This is an optimization exercise on Yosys and OpenROAD, whose aim is small area, a short achievable clock period and few clock cycles per item, not a production implementation. RTL that was checked went through simulation tests only; none was proved equivalent to the original. No activity file was given, so power comes from the tool's default toggle rates.

Setup of amber:
==> flow/design.v <==
module uecp_frame_dec (
    input  wire       clk,
    input  wire       rst,
    input  wire       in_valid,
    output wire       in_ready,
    input  wire [7:0] in_data,
    input  wire       in_last,
    output reg        res_valid,
    input  wire       res_ready,
    output reg  [2:0] res_status,
    output wire [9:0] res_site,
    output wire [5:0] res_enc,
    output wire [7:0] res_seq,
    output wire [7:0] res_mel,
    output wire [7:0] res_nelem
);
    localparam [2:0] ST_OK      = 3'd0;
    localparam [2:0] ST_UNKNOWN = 3'd1;
    localparam [2:0] ST_CRC     = 3'd2;
    localparam [2:0] ST_SHORT   = 3'd4;
    localparam [1:0] W_CODE  = 2'd0;   
    localparam [1:0] W_SKIPC = 2'd1;   
    localparam [1:0] W_SKIPL = 2'd2;   
    localparam [1:0] W_LEN   = 2'd3;   
    function [5:0] lut;
        input [7:0] b;
        input       off;
        reg c01, c02, c03, c07, c0A, c13, c1A, c16, c0D, c19, c1C, c2D, c17;
        begin
            c01 = off ? (b == 8'h04) : (b == 8'h01);
            c02 = off ? (b == 8'h05) : (b == 8'h02);
            c03 = off ? (b == 8'h06) : (b == 8'h03);
            c07 = off ? (b == 8'h0A) : (b == 8'h07);
            c0A = off ? (b == 8'h0D) : (b == 8'h0A);
            c13 = off ? (b == 8'h16) : (b == 8'h13);
            c1A = off ? (b == 8'h1D) : (b == 8'h1A);
            c16 = off ? (b == 8'h19) : (b == 8'h16);
            c0D = off ? (b == 8'h10) : (b == 8'h0D);
            c19 = off ? (b == 8'h1C) : (b == 8'h19);
            c1C = off ? (b == 8'h1F) : (b == 8'h1C);
            c2D = off ? (b == 8'h30) : (b == 8'h2D);
            c17 = off ? (b == 8'h1A) : (b == 8'h17);
            lut[5] = c2D | c17;
            lut[4] = c0A | c13 | c16;
            lut[3] = c02 | c0D;
            lut[2] = c01;
            lut[1] = c02 | c03 | c07 | c1A | c0A | c13;
            lut[0] = c03 | c07 | c1A | c16 | c19 | c1C;
        end
    endfunction
    function [15:0] crc_step;
        input [15:0] a_in;
        input [7:0]  c;
        reg   [15:0] a;
        begin
            a = {a_in[7:0], a_in[15:8]};
            a = a ^ {8'h00, c};
            a = a ^ {12'h000, a[7:4]};
            a = a ^ {a[3:0], 12'h000};
            a = a ^ {3'b000, a[7:0], 5'b00000};
            crc_step = a;
        end
    endfunction
    reg        rdy;           
    reg        first;         
    reg        esc;           
    reg  [7:0] u_r;           
    reg  [5:0] l_r;           
    reg        uz_r;          
    reg        uv_r;          
    reg        end_r;         
    reg        one_r;         
    reg        endesc_r;      
    reg        rst_r;         
    reg        pend;          
    assign in_ready = rdy;
    wire accept = in_valid && rdy;
    wire mid    = !first && !in_last;
    always @(posedge clk) begin
        if (rst) begin
            first <= 1'b1;
            esc   <= 1'b0;
        end else if (accept) begin
            first <= in_last;
            esc   <= mid && !esc && (in_data == 8'hFD);
        end
    end
    always @(posedge clk)
        rst_r <= rst;
    wire end_nx = accept && in_last;
    always @(posedge clk) begin
        if (rst) begin
            uv_r  <= 1'b0;
            end_r <= 1'b0;
            one_r <= 1'b0;
        end else begin
            uv_r  <= accept && mid && (esc || in_data != 8'hFD);
            end_r <= end_nx;
            one_r <= end_nx && first;
        end
    end
    always @(posedge clk) begin
        u_r      <= esc ? (in_data + 8'hFD) : in_data;
        l_r      <= lut(in_data, esc);
        uz_r     <= esc ? (in_data == 8'h03) : (in_data == 8'h00);
        endesc_r <= esc;
    end
    wire u_go = uv_r;
    wire e_go = end_r;
    wire       lv     = l_r[5] || l_r[3:0] != 4'd0;    
    wire       llen   = l_r[5];
    wire       lskipl = l_r[4];
    wire [3:0] lskip  = l_r[3:0];
    reg [15:0] crc;
    reg        crc_ok;        
    reg  [2:0] ph;            
    reg        inb;           
    reg  [7:0] addr_hi, addr_lo, seq, mel;
    reg  [6:0] nelem;         
    reg  [7:0] body_rem;
    reg  [1:0] wstate;
    reg        werr;
    reg  [7:0] skip;
    reg        skip1;         
    assign res_site  = {addr_hi, addr_lo[7:6]};
    assign res_enc   = addr_lo[5:0];
    assign res_seq   = seq;
    assign res_mel   = mel;
    assign res_nelem = {1'b0, nelem};
    reg [2:0] verdict;
    always @(*) begin
        if (endesc_r || ph < 3'd2)
            verdict = ST_SHORT;
        else if (!crc_ok)
            verdict = ST_CRC;
        else if (ph != 3'd6)
            verdict = ST_SHORT;
        else if (werr)
            verdict = ST_UNKNOWN;
        else if (wstate != W_CODE)
            verdict = ST_SHORT;
        else
            verdict = ST_OK;
    end
    wire ok  = !endesc_r && crc_ok && ph == 3'd6 && !werr && wstate == W_CODE;
    wire put_e = e_go && !one_r;           
    wire put_p = pend && !res_valid;       
    wire clr   = (put_e && !ok) || put_p;
    wire res_valid_nx = (res_valid && !res_ready) || put_e || put_p;
    wire pend_nx      = (pend && res_valid) || (e_go && one_r);
    wire first_nx     = accept ? in_last : first;
    wire rdy_nx       = first_nx ? !((pend_nx && res_valid_nx) || (end_nx && first))
                                 : !(res_valid_nx || end_nx || pend_nx);
    always @(posedge clk) begin
        if (rst) begin
            res_valid <= 1'b0;
            pend      <= 1'b0;
            rdy       <= 1'b1;
        end else begin
            res_valid <= res_valid_nx;
            pend      <= pend_nx;
            rdy       <= rdy_nx;
        end
    end
    always @(posedge clk)
        if (put_e || put_p)
            res_status <= put_e ? verdict : ST_SHORT;
    wire [15:0] crc_nx = crc_step(crc, u_r);
    always @(posedge clk) begin
        if (rst_r || e_go) begin
            crc    <= 16'hFFFF;
            crc_ok <= 1'b0;
            ph     <= 3'd0;
            inb    <= 1'b0;
        end else if (u_go) begin
            crc    <= crc_nx;
            crc_ok <= (crc_nx == 16'h1D0F);
            if (!ph[2] || (ph == 3'd4 && !inb) || ph == 3'd5)
                ph <= ph + 3'd1;
            if (ph == 3'd3)
                inb <= !uz_r;
            else if (inb && body_rem == 8'd1)
                inb <= 1'b0;
        end
    end
    always @(posedge clk) begin
        if (u_go) begin
            if (ph == 3'd3)
                body_rem <= u_r;
            else
                body_rem <= body_rem - 8'd1;
        end
    end
    always @(posedge clk) begin
        if (clr) begin
            addr_hi <= 8'd0;
            addr_lo <= 8'd0;
            seq     <= 8'd0;
            mel     <= 8'd0;
        end else if (u_go && !ph[2]) begin
            addr_hi <= addr_lo;
            addr_lo <= seq;
            seq     <= mel;
            mel     <= u_r;
        end
    end
    wire b_go = u_go && inb && !werr;
    always @(posedge clk) begin
        if (clr || (u_go && ph == 3'd3))
            nelem <= 7'd0;
        else if (b_go && ((wstate == W_SKIPC && skip1) || (wstate == W_LEN && uz_r)))
            nelem <= nelem + 7'd1;        
    end
    always @(posedge clk) begin
        if (rst_r || e_go) begin
            wstate <= W_CODE;
            werr   <= 1'b0;
        end else if (b_go) begin
            case (wstate)
                W_CODE: begin
                    if (!lv)
                        werr <= 1'b1;
                    else if (llen)
                        wstate <= W_LEN;
                    else
                        wstate <= lskipl ? W_SKIPL : W_SKIPC;
                end
                W_SKIPC, W_SKIPL: begin
                    if (skip1)
                        wstate <= (wstate == W_SKIPL) ? W_LEN : W_CODE;
                end
                W_LEN: begin
                    if (!uz_r)
                        wstate <= W_SKIPC;
                    else
                        wstate <= W_CODE;
                end
            endcase
        end
    end
    always @(posedge clk) begin
        if (b_go) begin
            case (wstate)
                W_CODE:  begin skip <= {4'd0, lskip}; skip1 <= (lskip == 4'd1);       end
                W_LEN:   begin skip <= u_r;           skip1 <= (u_r == 8'd1);       end
                default: begin skip <= skip - 8'd1;   skip1 <= (skip == 8'd2); end
            endcase
        end
    end
endmodule
export LEC_CHECK = 0
export CAP_MARGIN = 20
export CORE_MARGIN = 2
export CORE_UTILIZATION = 35
export SETUP_SLACK_MARGIN = 1.85
export SLEW_MARGIN = 20
create_clock -name core_clock -period 3.5 [get_ports {clk}]
standard.sh (not shown) runs the stock make flow with config.mk's settings and CLKGATE_MAP_FILE= SYNTH_SCRIPT=/design/flow/synth_recipe.tcl, a recipe that flattens the netlist after the stock synthesis.
==> flow/flow/run.sh <==
#!/bin/bash
# Standard layout, with the I/O port buffers built from a small buffer cell
# instead of the delay cell buffer_ports picks on its own. Synthesis is the
# standard one (standard.sh synth), so the registers keep their names.
set -euo pipefail
bash standard.sh synth > synth.log 2>&1
bash standard.sh BUFFER_PORTS_ARGS="-buffer_cell sky130_fd_sc_hd__buf_2" finish > layout.log 2>&1
In summary, amber completed successfully, with a layout that passed the timing, design-rule and antenna checks.
Edits applied to the flow inputs when going from amber to fjord:
--- a/flow/design.v
+++ b/flow/design.v
@@ -23,5 +23,5 @@
     localparam [1:0] W_SKIPL = 2'd2;   
     localparam [1:0] W_LEN   = 2'd3;   
-    function [5:0] lut;
+    function [6:0] lut;
         input [7:0] b;
         input       off;
@@ -41,4 +41,5 @@
             c2D = off ? (b == 8'h30) : (b == 8'h2D);
             c17 = off ? (b == 8'h1A) : (b == 8'h17);
+            lut[6] = c16 | c19 | c1C;
             lut[5] = c2D | c17;
             lut[4] = c0A | c13 | c16;
@@ -66,9 +67,8 @@
     reg        esc;           
     reg  [7:0] u_r;           
-    reg  [5:0] l_r;           
-    reg        uz_r;          
+    reg  [6:0] l_r;           
+    reg        uz_r, u1_r;    
     reg        uv_r;          
     reg        end_r;         
-    reg        one_r;         
     reg        endesc_r;      
     reg        rst_r;         
@@ -93,9 +93,7 @@
             uv_r  <= 1'b0;
             end_r <= 1'b0;
-            one_r <= 1'b0;
         end else begin
             uv_r  <= accept && mid && (esc || in_data != 8'hFD);
             end_r <= end_nx;
-            one_r <= end_nx && first;
         end
     end
@@ -104,8 +102,10 @@
         l_r      <= lut(in_data, esc);
         uz_r     <= esc ? (in_data == 8'h03) : (in_data == 8'h00);
+        u1_r     <= esc ? (in_data == 8'h04) : (in_data == 8'h01);
         endesc_r <= esc;
     end
     wire u_go = uv_r;
     wire e_go = end_r;
+    wire       lskip1 = l_r[6];
     wire       lv     = l_r[5] || l_r[3:0] != 4'd0;    
     wire       llen   = l_r[5];
@@ -144,11 +144,12 @@
     end
     wire ok  = !endesc_r && crc_ok && ph == 3'd6 && !werr && wstate == W_CODE;
-    wire put_e = e_go && !one_r;           
-    wire put_p = pend && !res_valid;       
+    wire busy  = res_valid && !res_ready;
+    wire put_e = e_go && !busy;            
+    wire put_p = pend && !busy;            
     wire clr   = (put_e && !ok) || put_p;
-    wire res_valid_nx = (res_valid && !res_ready) || put_e || put_p;
-    wire pend_nx      = (pend && res_valid) || (e_go && one_r);
+    wire res_valid_nx = busy || put_e || put_p;
+    wire pend_nx      = busy && (pend || e_go);
     wire first_nx     = accept ? in_last : first;
-    wire rdy_nx       = first_nx ? !((pend_nx && res_valid_nx) || (end_nx && first))
+    wire rdy_nx       = first_nx ? !(pend_nx || (end_nx && res_valid_nx))
                                  : !(res_valid_nx || end_nx || pend_nx);
     always @(posedge clk) begin
@@ -242,6 +243,6 @@
         if (b_go) begin
             case (wstate)
-                W_CODE:  begin skip <= {4'd0, lskip}; skip1 <= (lskip == 4'd1);       end
-                W_LEN:   begin skip <= u_r;           skip1 <= (u_r == 8'd1);       end
+                W_CODE:  begin skip <= {4'd0, lskip}; skip1 <= lskip1;         end
+                W_LEN:   begin skip <= u_r;           skip1 <= u1_r;           end
                 default: begin skip <= skip - 8'd1;   skip1 <= (skip == 8'd2); end
             endcase
==> run notes <==
The core utilization of fjord exceeds that of amber by 0.78 points.
amber → fjord: area of the die shrank by about 0.33%, clock tree buffer count of the final layout up 4, first-pass GRT wire length barely changed, clock network fraction of total power went up, transition time of the tightest slew-check pin up 0.17 ns.
Testbench counts of fjord, summed over its fixed seeds: cycles 39,609, frames 384.
Function not checked in amber: the RTL went through the layout flow alone.

[afterwards: timing with drivers on the ports]
No port has a modelled driver above. Below, the same layouts with a new extraction and two added sets of constraints.
Step 1, drivers: a clkbuf_16 drives clk and a buf_2 each remaining input, both assumed.
Step 2 also shifts input and output timing later by t, the mid clock arrival at the registers, as if the neighbouring blocks saw the same clock.
a / b / c = no drivers / after step 1 / after step 2; a / b = the first two.
run | t, ns | setup slack, ns | slew at the worst register clock pin (ns) | cell pins on the clock port's net
amber | 0.384 | 1.866 / 1.849 / 1.510 | 0.08 / 0.08 | 1
fjord | 0.385 | 1.912 / 1.881 / 1.544 | 0.07 / 0.07 | 1
After both steps every run listed still meets setup and hold. For fjord, which loses most, drivers alone change the setup slack by -0.031 ns; drivers and shift together by -0.368 ns.
